Source: an optimization exercise on an open RTL-to-GDS flow (aim: small area). Production flows keep margins and buffers that such runs may drop.
No run shown here included a check of the RTL's function; only the layout flow was run.
Power is estimated from default activity; no workload was simulated.

$ cat flow/design.v
module bms_aoi222 (
    input  wire [2:0] a,
    input  wire [2:0] b,
    output wire       y
);
    assign y = ~|(a & b);
endmodule
module bms_module (
    input  wire        clk,
    input  wire        rst,           
    input  wire        line_in,       
    output reg         line_out,      
    output reg         line_oe,
    input  wire [15:0] meas0,
    input  wire [15:0] meas1,
    input  wire [15:0] meas2,
    input  wire [15:0] meas3,
    input  wire [15:0] meas4,
    input  wire [31:0] ver_sw,
    input  wire [15:0] ver_hw,
    input  wire [31:0] ver_sn,
    output wire [7:0]  my_addr,
    output reg         cmd_valid,
    output wire [7:0]  cmd_addr,
    output wire [2:0]  cmd_op,
    output wire [10:0] cmd_arg,
    output wire        cmd_bcast
);
    localparam BCAST      = 8'hAA;
    localparam OP_GETDATA = 3'd0;
    localparam OP_SETADDR = 3'd1;
    localparam OP_SHUNTON = 3'd2;
    localparam OP_VERSION = 3'd3;
    localparam OP_RESV    = 3'd4;
    localparam OP_ADDRMODE= 3'd5;
    localparam H_IDLE = 2'd0;
    localparam H_WAIT = 2'd1;        
    localparam H_SEND = 2'd2;
    localparam T_GET = 2'd0;
    localparam T_VER = 2'd1;
    localparam T_FWD = 2'd2;
    reg        pol;
    reg        line_prev;
    wire       lvl = (line_in == pol);
    reg        rx_on;                 
    reg        tx_busy;
    reg  [3:0] clk_cnt;               
    reg  [3:0] bitc;                  
    reg  [1:0] hstate;
    wire clk_run  = rx_on | tx_busy;
    wire tick     = clk_run && (clk_cnt == 4'd1);
    wire rx_tick  = tick && !tx_busy;
    wire tx_tick  = tick && tx_busy;
    wire send_now = (hstate == H_SEND) && !tx_busy && !rx_on;
    wire edge_evt = line_prev && !lvl && !rx_on && !tx_busy && !send_now;
    wire b_start = (bitc == 4'd15);
    wire b_stop  = (bitc == 4'd8);
    wire b_data  = !bitc[3];
    reg [10:0] dw0, dw1;
    reg  [3:0] sy0, sy1;
    reg        pa0, pa1;
    reg        nz;
    reg  [2:0] rx_count;
    reg        rx_len4;
    reg        frame_complete;
    wire       cnt4   = rx_count[2];
    wire [3:0] cpos   = {rx_count[0], bitc[2:0]} + 4'd1;      
    wire       is_dat = (cpos != 4'd1) && (cpos != 4'd2) && (cpos != 4'd4) &&
                        (cpos != 4'd8) && (cpos != 4'd0);
    wire       rx_dat = rx_tick && b_data && !cnt4;
    wire       up0    = rx_dat && !rx_count[1];
    wire       up1    = rx_dat &&  rx_count[1];
    wire       is_brk = rx_tick && b_stop && !nz && !lvl;
    wire       clr    = rst || is_brk;
    wire [3:0] sadd   = lvl ? cpos : 4'd0;
    wire [3:0] rpos   = 4'd0 - clk_cnt;
    wire       rdat   = (rpos != 4'd1) && (rpos != 4'd2) && (rpos != 4'd4) &&
                        (rpos != 4'd8) && (rpos != 4'd0);
    wire       rot    = rx_on && b_stop && rx_count[0] && rdat;
    wire       rot0   = rot && !rx_count[1];
    wire       rot1   = rot &&  rx_count[1];
    reg  [5:0]  addr;
    assign my_addr = {2'b00, addr};
    wire [10:0] d0   = dw0;
    wire [10:0] d1   = dw1;
    wire        err0 = (sy0 == 4'd0) ? pa0 : ~pa0;
    wire        err1 = (sy1 == 4'd0) ? pa1 : ~pa1;
    wire [7:0]  c_addr = d0[10:3];
    wire [2:0]  c_op   = d0[2:0];
    wire        c_wide = (c_op == OP_SETADDR) || (c_op == OP_SHUNTON);
    wire [10:0] c_arg  = c_wide ? d1 : 11'd0;
    wire recv_cond = (hstate == H_IDLE) && !tx_busy && !rx_tick && (rx_count >= 3'd2) &&
                     (rx_len4 || frame_complete);
    wire need_more = !err0 && c_wide && !cnt4;
    wire dec_ok    = !err0 && (!c_wide || (cnt4 && !err1));
    wire c_bcast   = (c_addr == BCAST);
    wire c_match   = (c_op != OP_RESV) && (c_bcast || (c_addr != 8'd0 && c_addr == my_addr));
    wire deliver   = recv_cond && dec_ok && c_match;
    assign cmd_addr  = c_addr;
    assign cmd_op    = c_op;
    assign cmd_arg   = c_arg;
    assign cmd_bcast = c_bcast;
    reg  [1:0]  rtype;
    reg  [3:0]  tx_byte;
    reg  [15:0] crc;
    reg  [5:0]  wcnt;
    function [15:0] ham_enc(input [10:0] d);
        reg p1, p2, p4, p8, q;
        begin
            p1 = d[10] ^ d[9] ^ d[7] ^ d[6] ^ d[4] ^ d[2] ^ d[0];
            p2 = d[10] ^ d[8] ^ d[7] ^ d[5] ^ d[4] ^ d[1] ^ d[0];
            p4 = d[9]  ^ d[8] ^ d[7] ^ d[3] ^ d[2] ^ d[1] ^ d[0];
            p8 = d[6]  ^ d[5] ^ d[4] ^ d[3] ^ d[2] ^ d[1] ^ d[0];
            q  = p1 ^ p2 ^ p4 ^ p8 ^ (^d);
            ham_enc = {q, d[0], d[1], d[2], d[3], d[4], d[5], d[6], p8,
                       d[7], d[8], d[9], p4, d[10], p2, p1};
        end
    endfunction
    localparam [15:0] FWD_W0 = 16'h45A4;    
    wire [15:0] fwd_w0 = FWD_W0;
    wire [15:0] fwd_w1 = ham_enc({5'd0, addr} + 11'd1);
    wire is_get = (rtype == T_GET);
    wire is_ver = (rtype == T_VER);
    wire is_fwd = (rtype == T_FWD);
    wire [2:0]  bidx = clk_cnt[3] ? clk_cnt[2:0] : bitc[2:0];
    wire [3:0]  bsel = {tx_byte[0], bidx};
    wire [17:0] bs;
    genvar gi;
    generate
        for (gi = 0; gi < 16; gi = gi + 1) begin : g_bs
            assign bs[gi] = (bsel == gi);
        end
    endgenerate
    assign bs[17:16] = 2'b00;
    wire [15:0] fw [0:11];
    assign fw[0]  = meas0;
    assign fw[1]  = meas1;
    assign fw[2]  = meas2;
    assign fw[3]  = meas3;
    assign fw[4]  = meas4;
    assign fw[5]  = ver_sw[15:0];
    assign fw[6]  = ver_sw[31:16];
    assign fw[7]  = ver_hw;
    assign fw[8]  = ver_sn[15:0];
    assign fw[9]  = ver_sn[31:16];
    assign fw[10] = crc;
    assign fw[11] = fwd_w1;
    wire [11:0] wb;
    genvar gw, gj;
    generate
        for (gw = 0; gw < 12; gw = gw + 1) begin : g_w
            wire [17:0] dd = {2'b00, fw[gw]};
            wire [5:0]  n;
            for (gj = 0; gj < 6; gj = gj + 1) begin : g_a
                bms_aoi222 u_ao (.a(dd[3*gj +: 3]), .b(bs[3*gj +: 3]), .y(n[gj]));
            end
            assign wb[gw] = ~&n;
        end
    endgenerate
    wire [5:0] an;
    bms_aoi222 u_ao_a0 (.a(addr[2:0]), .b(bs[10:8]),  .y(an[0]));
    bms_aoi222 u_ao_a1 (.a(addr[5:3]), .b(bs[13:11]), .y(an[1]));
    wire ab = ~&an[1:0];
    wire fb0 = |(fwd_w0 & bs[15:0]);
    wire [2:0] wsel = tx_byte[3:1];
    wire [14:0] ws;
    assign ws[0]  = (wsel == 3'd1) && is_get;
    assign ws[1]  = (wsel == 3'd2) && is_get;
    assign ws[2]  = (wsel == 3'd3) && is_get;
    assign ws[3]  = (wsel == 3'd4) && is_get;
    assign ws[4]  = (wsel == 3'd5) && is_get;
    assign ws[5]  = (wsel == 3'd1) && is_ver;
    assign ws[6]  = (wsel == 3'd2) && is_ver;
    assign ws[7]  = (wsel == 3'd3) && is_ver;
    assign ws[8]  = (wsel == 3'd4) && is_ver;
    assign ws[9]  = (wsel == 3'd5) && is_ver;
    assign ws[10] = (wsel == 3'd6) && !is_fwd;
    assign ws[11] = (wsel == 3'd6) && is_fwd;
    assign ws[12] = (wsel == 3'd0);
    assign ws[13] = (wsel == 3'd5) && is_fwd;
    assign ws[14] = 1'b0;
    wire [14:0] wv = {1'b0, fb0, ab, wb};
    wire [4:0] wn;
    generate
        for (gj = 0; gj < 5; gj = gj + 1) begin : g_ws
            bms_aoi222 u_ao (.a(wv[3*gj +: 3]), .b(ws[3*gj +: 3]), .y(wn[gj]));
        end
    endgenerate
    wire cbit = ~&wn;
    wire       tx_bitval = b_start ? 1'b0 : b_stop ? 1'b1 : cbit;
    wire crc_en = (bitc == 4'd0) && clk_cnt[3] && !(tx_byte[3] && tx_byte[2]);
    wire crc_fb = crc[15] ^ cbit;
    always @(posedge clk) begin
        if (clr) begin
            sy0 <= 4'd0; pa0 <= 1'b0;
            sy1 <= 4'd0; pa1 <= 1'b0;
        end else begin
            if (up0) begin
                sy0 <= sy0 ^ sadd;
                pa0 <= pa0 ^ lvl;
            end
            if (up1) begin
                sy1 <= sy1 ^ sadd;
                pa1 <= pa1 ^ lvl;
            end
        end
    end
    always @(posedge clk) begin
        if (up0 && is_dat) dw0 <= {dw0[9:0], lvl};
        if (up1 && is_dat) dw1 <= {dw1[9:0], lvl};
        if (rot0)          dw0 <= {dw0[9:0], dw0[10] ^ (sy0 == rpos)};
        if (rot1)          dw1 <= {dw1[9:0], dw1[10] ^ (sy1 == rpos)};
    end
    always @(posedge clk) begin
        if (rst) begin
            pol            <= line_in;
            line_prev      <= 1'b1;
            rx_on          <= 1'b0;
            tx_busy        <= 1'b0;
            hstate         <= H_IDLE;
            rx_count       <= 3'd0;
            rx_len4        <= 1'b0;
            frame_complete <= 1'b0;
            line_oe        <= 1'b0;
            addr           <= 6'd0;
            cmd_valid      <= 1'b0;
        end else begin
            line_prev <= lvl;
            cmd_valid <= 1'b0;
            if (edge_evt) begin
                rx_on   <= 1'b1;
                clk_cnt <= 4'd8;
                bitc    <= 4'd15;
            end else if (send_now) begin
                tx_busy <= 1'b1;
                clk_cnt <= 4'd0;
                bitc    <= 4'd15;
                tx_byte <= is_get ? 4'd1 : is_ver ? 4'd2 : 4'd10;
                crc     <= 16'd0;
            end else begin
                clk_cnt <= clk_cnt - 4'd1;
                if (tick)
                    bitc <= b_stop ? 4'd15 : bitc + 4'd1;
            end
            if (rx_tick) begin
                if (b_start) begin
                    nz <= 1'b0;
                end else if (b_data) begin
                    nz <= nz | lvl;
                end else begin
                    if (!nz && !lvl) begin
                        rx_count       <= 3'd0;
                        frame_complete <= 1'b0;
                    end else if (!cnt4) begin
                        rx_count <= rx_count + 3'd1;
                        if ((rx_count + 3'd1) == (rx_len4 ? 3'd4 : 3'd2))
                            frame_complete <= 1'b1;
                    end
                    rx_on <= 1'b0;
                end
            end
            if (tx_tick) begin
                if (tx_byte != 4'd14) begin
                    line_oe  <= 1'b1;
                    line_out <= tx_bitval ? pol : ~pol;
                    if (b_stop) tx_byte <= tx_byte + 4'd1;
                end else if (b_start) begin
                    line_oe  <= 1'b1;
                    line_out <= pol;
                end else begin
                    line_oe  <= 1'b0;
                    tx_busy  <= 1'b0;
                end
            end
            if (crc_en)
                crc <= {crc[14:0], 1'b0} ^ (crc_fb ? 16'h1021 : 16'h0000);
            case (hstate)
                H_IDLE: begin
                    if (recv_cond) begin
                        frame_complete <= 1'b0;
                        rx_len4        <= need_more;
                        if (deliver) begin
                            cmd_valid <= 1'b1;
                            case (c_op)
                                OP_GETDATA: begin
                                    rtype  <= T_GET;
                                    wcnt   <= 6'd10;
                                    hstate <= H_WAIT;
                                end
                                OP_VERSION: begin
                                    rtype  <= T_VER;
                                    wcnt   <= 6'd9;
                                    hstate <= H_WAIT;
                                end
                                OP_SETADDR: begin
                                    if (addr == 6'd0 && c_arg[10:6] == 5'd0 && c_arg[5:0] != 6'd0) begin
                                        addr   <= c_arg[5:0];
                                        rtype  <= T_FWD;
                                        wcnt   <= 6'd63;
                                        hstate <= H_WAIT;
                                    end
                                end
                                OP_ADDRMODE: addr <= 6'd0;
                                default: ;
                            endcase
                        end
                    end
                end
                H_WAIT: begin
                    wcnt <= wcnt - 6'd1;
                    if (wcnt == 6'd0)
                        hstate <= H_SEND;
                end
                default: begin
                    if (send_now)
                        hstate <= H_IDLE;
                end
            endcase
        end
    end
endmodule
$ cat flow/flow/run.sh
#!/bin/bash
# The standard layout (standard synthesis, ORFS steps), with every port
# buffered by the smallest buffer instead of the default pick.
set -euo pipefail
export BUFFER_PORTS_ARGS="-buffer_cell sky130_fd_sc_hd__buf_1"
bash standard.sh > standard_flow.log 2>&1
$ cat flow/standard.sh
#!/bin/bash
# synth_recipe.tcl (not shown) runs the flow's synth.tcl, then flattens the netlist and writes it again
# the make line also repeats each setting of config.mk as NAME=value (left out here)
make -C /OpenROAD-flow-scripts/flow DESIGN_CONFIG=/design/flow/config.mk WORK_HOME=/design/flow/orfs CLKGATE_MAP_FILE= SYNTH_SCRIPT=/design/flow/synth_recipe.tcl "${@:-finish}"
$ cat flow/config.mk
export PLATFORM = sky130hd
export DESIGN_NAME = bms_module
export DESIGN_NICKNAME = bms_module
export VERILOG_FILES = /design/flow/design.v
export SDC_FILE = /design/flow/constraint.sdc
export NUM_CORES = 4
export LEC_CHECK = 0
export CAP_MARGIN = 20
export CORE_MARGIN = 2
export CORE_UTILIZATION = 40
export PLACE_DENSITY = 0.6
export SLEW_MARGIN = 20
export SYNTH_HIERARCHICAL = 1
$ cat flow/constraint.sdc
create_clock -name core_clock -period 10.0 [get_ports {clk}]
set_input_delay 2.0000 -clock core_clock [delete_from_list [all_inputs] [get_ports {clk}]]
set_output_delay 2.0000 -clock core_clock [all_outputs]
set_load 0.01 [all_outputs]
==> reports/metrics.cfg, run 1 <==
[worst_setup_path]
arrival_ns = 4.32
startpoint_type = register
r2r_end = crc[5]
startpoint = addr[0]
cp-endpoint = crc[5]
critical_path_peak_fanout = 12
crit_type = register to register
regToRegSetupSlack_ns = 5.78
endpoint_kind = register
required_ns = 10.10
reg2reg_depth = 16
r2r_start = addr[0]

[routing]
final_antenna_net_count = 0
finalWirelength_mm = 20.2
dr_wl_met2_mm = 9.55
wl_met1_mm = 8.25
initialDrtViolationCount = 731
wl_per_cell_um = 19.3
topRoutingLayerUsed = met4
num_vias = 6224
vias_per_cell = 5.96
wl_met3_mm = 1.56
firstDrtPassIters = 6
drcViolationCount = 0

[die]
dieArea_um2 = 15600
start_util = 0.405
ios = 197
die_h_um = 125
dieWidth_um = 125
rows = 44
coreArea_um2 = 14400

[synthesis]
synth_area_leaders = edfxtp_1, a222oi_1, dfxtp_1, xor2_1, nor2_1
synthFlopType = edfxtp_1
synth_mux_area_frac = 0.00514
syn_avg_cell_area_um2 = 9.59
yosysWarnings = 7
synth_cells = 609
synth-seq-cells = 89
seq_area_frac_synth = 0.409
synth-xor-area-share = 0.0749
synth_top_area_cell = edfxtp_1
synth_top_family_by_area = simple AND/OR/NAND/NOR gates
synth-compound-area-share = 0.209
yosysTopAreaCellShare = 0.313
async_flop_share = 0
syn_area_um2 = 5840
synth-simple-area-share = 0.229
synth_cell_types = 59
synth-adder-area-share = 0.0360
synth_edf_count = 61

[final_layout]
finish.instance_area_um2 = 7290
nFillCells = 1435
num-nets-final = 1035
area_growth_pct = 24.8
layout_common_cells = buf_1, a222oi_1, nor2_1, edfxtp_1, conb_1
fin_cells = 1045
final_util = 0.506
drive_above_1_share = 0.0418
final_common_cell = buf_1
diodes = 0

[timing]
max_slew_margin = 0.210
finalSetupTns_ns = 0
finalSetupViolCount = 0
max_freq_ghz = 0.237
clock-skew-final_ns = 0.0128
holdWs_ns = 0.480
finalHoldViolCount = 0
tightest_slew_ns = 1.18
rsz0062_at_grt = no
finalMaxSlewViolations = 0
fin_crit_sh = 0.422
setup_ws_ns = 5.78
min_period_ns = 4.22

[clock_network]
cts.sinks = 89
cts_setup_buffers = 0
cts_buffers = 9
cts_resized = 0
clkLatencyLatePin_ns = 0.34
clkTransAtPathRegs_ns = 0.07
cts_buffer_depth = 2
holdBufCountCts = 0
root_buffer = clkbuf_16
cts_tree = done
h-tree-depth = 3

[grt]
overflow = 0
grt_pass1_wl_mm = 31.7
antenna_found_initial = 0
grt_usage = 0.253
grt_start_max_net_pins = 26
grt_pass1_vias = 6271

[pwr]
p_leak_nw = 2.59
worst_ir_drop_vdd_uv = 86.1
powerDensity_nw_per_um2 = 134
p_total_uw = 977

[job]
maxCapViolCount = 0

[placement]
gp_congestion = 0.991
placed_cell_area_um2 = 6970
dp_slack_ns = 5.62
place_inst = 1029
io_buffers = 194
hpwlAfterDp_mm = 15.5

[worst_hold_path]
worstHoldStart = dw1[9]
hold_path.class = register to register

[status]
status = finished clean

==> Yosys cell counts, types with 9 or more instances <==
library cell	number
nor3_1	17
inv_1	25
xnor2_1	21
ha_1	16
dfxtp_1	28
clkbuf_1	13
a222oi_1	79
nand3_1	28
xor2_1	29
and4_1	13
nand2_1	38
or3_1	11
and2_1	24
edfxtp_1	61
nor4_1	9
a21oi_1	22
o21ai_0	20
nor2_1	64
==> Yosys stat by module (local to each module, per instance) <==
module	cells inside	area, µm²
bms_aoi222	1	10.0
bms_module	530	5050
==> worst min path at each step <==
stage / depth (start not counted) / endpoint
finish: 0 / dw1[10]
global route: 0 / dw1[4]
CTS: 0 / dw1[1]
detailed placement: 0 / dw1[10]
global placement: 0 / dw1[10]
floorplan: 0 / dw1[2]
==> cell type report <==
type / instances / area [µm²] / area share
multi-input cells: 525 / 3450 / 0.473
flip-flops and latches: 89 / 2390 / 0.328
repair buffers: 204 / 803 / 0.110
well taps: 184 / 230 / 0.0316
clock buffers: 10 / 229 / 0.0314
inverters: 27 / 101 / 0.0139
clock inverters: 6 / 90.1 / 0.0124
==> worst max-delay path, stage by stage, from the launching register on <==
cell and delay (ns):
dfxtp_1 0.60, inv_1 0.21, ha_1 0.41, xor2_1 0.17
xnor2_1 0.14, xnor2_1 0.28, xnor2_1 0.21, xnor2_1 0.11
a222oi_1 0.32, and4_1 0.22, nand3_1 0.08, a222oi_1 0.33
and3_1 0.20, nand3_1 0.12, xor2_1 0.30, xor2_1 0.11
and2_1 0.17
==> power breakdown <==
group	total [mW]	switching (mW)	internal [mW]	leakage [nW]
sequential	0.413	0.0122	0.401	0.786
clock	0.364	0.144	0.220	0.153
combinational	0.200	0.119	0.0805	1.65
total	0.977	0.276	0.701	2.59
==> logic make-up (layout without fill, tap and decap cells) <==
kind of cell    count (synthesis)  in the layout
flops                          89             89
simple gates                  249            249
mux                             3              3
buf+inv                        50            247
fa+ha+maj                      17             17
xor+xnor                       50             50
other cells                     1             56
compound gates                150            150
==> flip-flops by register name, indices dropped and copies added, names as in the netlist, 2 cells and up <==
name,count
wcnt,6
addr,6
sy0,4
tx_byte,4
crc,16
hstate,2
clk_cnt,4
rx_count,3
sy1,4
rtype,2
dw0,11
bitc,4
dw1,11
==> routing by layer <==
metal | vias to the layer above | track usage
met5 | - | 0
met4 | 0 | 0.118
met3 | 59 | 0.0408
met2 | 323 | 0.428
met1 | 2972 | 0.316
li1 | 2870 | -
==> inputs of run 2 (changes only) <==
--- a/flow/config.mk
+++ b/flow/config.mk
@@ -8,6 +8,7 @@
 export CAP_MARGIN = 20
 export CORE_MARGIN = 2
 export CORE_UTILIZATION = 40
+export CTS_BUF_LIST = sky130_fd_sc_hd__clkbuf_8
 export PLACE_DENSITY = 0.6
 export SLEW_MARGIN = 20
 export SYNTH_HIERARCHICAL = 1
==> run 2 against run 1 <==
  * Design area is 1.4% lower
  * Still clean
  * Synthesized area unchanged
  * Routed wire length is essentially flat
  * Combinational power about the same
  * Largest power group unchanged
  * Non-clock buffer count did not move
  * First-iteration DRC count up 5.3%
  * Sequential power barely moved
  * Maximum frequency is 0.12% lower
  * Count of clock-buffer cells in the layout fell by 1
  * Largest cell class unchanged
  * Hold slack better by 0.0080 ns
  * Final cell count is the same
==> reports/metrics.cfg, run 2 <==
[status]
status = finished clean

[worst_setup_path]
cpPeakStageDelay_ns = 0.62  ; +0.02 ns
slowest_stage = dfxtp_1
required_ns = 10.13  ; +0.03 ns
endpoint_kind = register
crit_type = register to register
startpoint_type = register
critical_path_peak_fanout = 12  ; unchanged
worstPathCellList = inv_1 -> ha_1 -> xor2_1 -> xnor2_1 -> xnor2_1 -> xnor2_1 -> xnor2_1 -> a222oi_1 -> and4_1 -> nand3_1 -> a222oi_1 -> and3_1 -> nand3_1 -> xor2_1 -> xor2_1 -> and2_1
cpMostUsedCell = xnor2_1
arrival_ns = 4.36  ; +0.04 ns

[routing]
wl_per_cell_um = 19.3  ; about the same
vias_per_cell = 5.89  ; -1.0%
num_vias = 6159  ; -1.0%
initialDrtViolationCount = 770  ; +5.3%
firstDrtPassIters = 12  ; +6
drcViolationCount = 0  ; unchanged
finalWirelength_mm = 20.2  ; about the same
final_antenna_net_count = 0  ; unchanged

[clock_network]
holdBufCountCts = 0  ; unchanged
cts_buffers = 9  ; unchanged
clkLatencyLatePin_ns = 0.36  ; +0.02 ns
cts_resized = 0  ; unchanged
h-tree-depth = 3  ; unchanged
root_buffer = clkbuf_8
clkTransAtPathRegs_ns = 0.10  ; +0.03 ns
cts_tree = done
cts.sinks = 89  ; unchanged
cts_setup_buffers = 0  ; unchanged
cts_buffer_depth = 2  ; unchanged

[pwr]
internal_power_uw = 622  ; -11%
p_seq_frac = 0.465  ; +0.042
p_comb_frac = 0.225  ; +0.020
worst_ir_drop_vdd_uv = 84.3  ; -2.1%
clockPowerShare = 0.310  ; -0.063
powerDensity_nw_per_um2 = 123  ; -8.0%
p_switching_uw = 264  ; -4.1%
power_switching_share = 0.299  ; +0.0161
p_leak_nw = 2.55  ; -1.6%

[grt]
antenna_found_initial = 0  ; unchanged
overflow = 0  ; unchanged
grt_start_max_net_pins = 26  ; unchanged
grtUsageMet3 = 0.0421  ; +0.00129
grt_pass1_wl_mm = 31.7  ; unchanged
use_met2 = 0.431  ; +0.00321
grt_usage = 0.253  ; unchanged
globalRoute.busiestLayer = met2
grt_use_met1 = 0.317  ; +0.000815
grt_pass1_vias = 6248  ; -0.37%

[final_layout]
drive_above_1_share = 0.0418  ; unchanged
layout_common_cells = buf_1, a222oi_1, nor2_1, edfxtp_1, conb_1
largest_reg_flops = 16  ; unchanged
area_growth_pct = 23.1
diodes = 0  ; unchanged
regMostFlops = crc
final_common_cell = buf_1
num-nets-final = 1035  ; unchanged
top_regs = crc (16), dw0 (11), dw1 (11)
nFillCells = 1452  ; +1.2%

[placement]
dp_slack_ns = 5.62  ; unchanged
io_buffers = 194  ; unchanged
hpwlAfterDp_mm = 15.5  ; unchanged
gp_congestion = 0.991  ; unchanged

[die]
coreArea_um2 = 14400  ; unchanged
ios = 197  ; unchanged
dieArea_um2 = 15600  ; unchanged
die_h_um = 125  ; unchanged
rows = 44  ; unchanged
dieWidth_um = 125  ; unchanged
start_util = 0.405  ; unchanged

[timing]
rsz0062_at_grt = no
fin_crit_sh = 0.423  ; +0.000528
max_slew_margin = 0.218  ; +0.00808
tightest_slew_ns = 1.17  ; -0.0121 ns
finalHoldViolCount = 0  ; unchanged
min_period_ns = 4.23  ; +0.00528 ns
clock-skew-final_ns = 0.0150  ; +0.00217 ns
finalMaxSlewViolations = 0  ; unchanged
setup_ws_ns = 5.77  ; -0.00528 ns
finalSetupTns_ns = 0  ; unchanged
finalSetupViolCount = 0  ; unchanged
max_freq_ghz = 0.236  ; -0.12%

[synthesis]
syn_avg_cell_area_um2 = 9.59  ; unchanged
async_flop_share = 0  ; unchanged
synthTopCellsByCount = a222oi_1, nor2_1, edfxtp_1, nand2_1, xor2_1
yosysTopAreaCellShare = 0.313  ; unchanged
synth_edf_count = 61  ; unchanged
syn_area_um2 = 5840  ; unchanged
yosysMostFrequentCell = a222oi_1
synthFlopType = edfxtp_1
yosysWarnings = 7  ; unchanged
synth_cells = 609  ; unchanged
synth_cell_types = 59  ; unchanged
synth_top_area_cell = edfxtp_1
synth-seq-cells = 89  ; unchanged
synth_area_leaders = edfxtp_1, a222oi_1, dfxtp_1, xor2_1, nor2_1
seq_area_frac_synth = 0.409  ; unchanged

[worst_hold_path]
hold_path.class = register to register

[job]
maxCapViolCount = 0  ; unchanged

[run 2: final cells by class]
class / count / area (µm²) / share of cell area
Sequential cell: 89 / 2390 / 0.333
Multi-Input combinational cell: 525 / 3450 / 0.479
Timing Repair Buffer: 204 / 803 / 0.112
Clock buffer: 9 / 124 / 0.0172
Tap cell: 184 / 230 / 0.0320
Clock inverter: 7 / 93.8 / 0.0130
Inverter: 27 / 101 / 0.0141
[run 2: critical path: cells and delay by family, from the launching register on]
| family | cells | cell delay [ns] |
|---|---|---|
| adders and majority gates | 1 | 0.41 |
| and+or+nand+nor | 5 | 0.80 |
| buffers and inverters | 1 | 0.21 |
| xor gates and xnor gates | 7 | 1.31 |
| AOI/OAI and AO/OA | 2 | 0.64 |
| DFF | 1 | 0.62 |
[run 2: Yosys stat by module (local to each module, per instance)]
module | copies in the design | cell area [µm²] | cells
bms_aoi222 | 79 | 10.0 | 1
bms_module | 1 | 5050 | 530
[run 2: cell families (layout without fill, tap and decap cells)]
family,count (synthesis),count (layout),share of synthesized area
AND/OR/NAND/NOR,249,249,0.229
AO/OA/AOI/OAI,150,150,0.209
flip-flops,89,89,0.409
XOR/XNOR,50,50,0.0749
buffers and inverters,50,247,0.0364
adder cells (fa/ha/maj),17,17,0.0360
multiplexers,3,3,0.00514
other,1,56,0.000642
[run 2: power groups by stage]
stage	Sequential, mW	Clock, mW	Combinational (mW)
5_1_grt	0.414	0.294	0.218
2_1_floorplan	0.414	0	0.124
4_1_cts	0.412	0.280	0.198
6_report	0.412	0.274	0.199
3_5_place_dp	0.420	0	0.197
3_3_place_gp	0.420	0	0.190
[run 2: routing by layer]
| metal | vias to the layer above | wire [µm] |
|---|---|---|
| li1 | 2869 | - |
| met1 | 2980 | 8440 |
| met2 | 267 | 9770 |
| met3 | 43 | 1380 |
| met4 | 0 | 592 |
| met5 | - | 0 |
[run 2: per-stage QoR]
stage	power [mW]	hold WS (ns)	cell area [µm²]	cells	util
6_report	0.886	0.488	7190	1045	0.499
4_1_cts	0.890	0.477	7190	1045	0.498
3_5_place_dp	0.617	0.467	6970	1029	0.483
3_3_place_gp	0.610	0.467	6960	1028	0.483
5_1_grt	0.926	0.512	7190	1045	0.499
2_1_floorplan	0.538	0.441	6050	664	-
[run 2: final timing paths]
path,startpoint,endpoint,slack (ns),depth (start not counted)
worst max-delay path,addr[0],crc[5],5.77,16
worst min-delay path,dw1[7],dw1[8],0.49,0
worst max register to register,addr[0],crc[5],5.77,16
worst min register to register,dw1[7],dw1[8],0.49,0

==> afterwards: timing with drivers on the ports <==
Ports are ideal in the flow. The routed layouts listed here were re-timed in OpenROAD. Step 1: set_driving_cell puts a clkbuf_16 on clk and a buf_2 on each other input, an assumption about the parent block. Step 2 also shifts input and output timing later by t, the mid clock arrival at the registers, as if the neighbouring blocks saw the same clock. a / b / c = ideal / step 1 / step 2; a / b = the first two.
| run | shift t [ns] | setup slack, ns | hold slack, ns | pins driven straight from the clock port |
|---|---|---|---|---|
| run 1 | 0.376 | 5.776 / 5.776 / 5.592 | 0.480 / 0.480 / 0.480 | 1 |
| run 2 | 0.393 | 5.771 / 5.771 / 5.615 | 0.488 / 0.488 / 0.488 | 1 |
After both steps setup and hold are still met in every run listed. For run 1, which loses most, drivers alone change the setup slack by 0.000 ns; drivers and shift together by -0.184 ns.
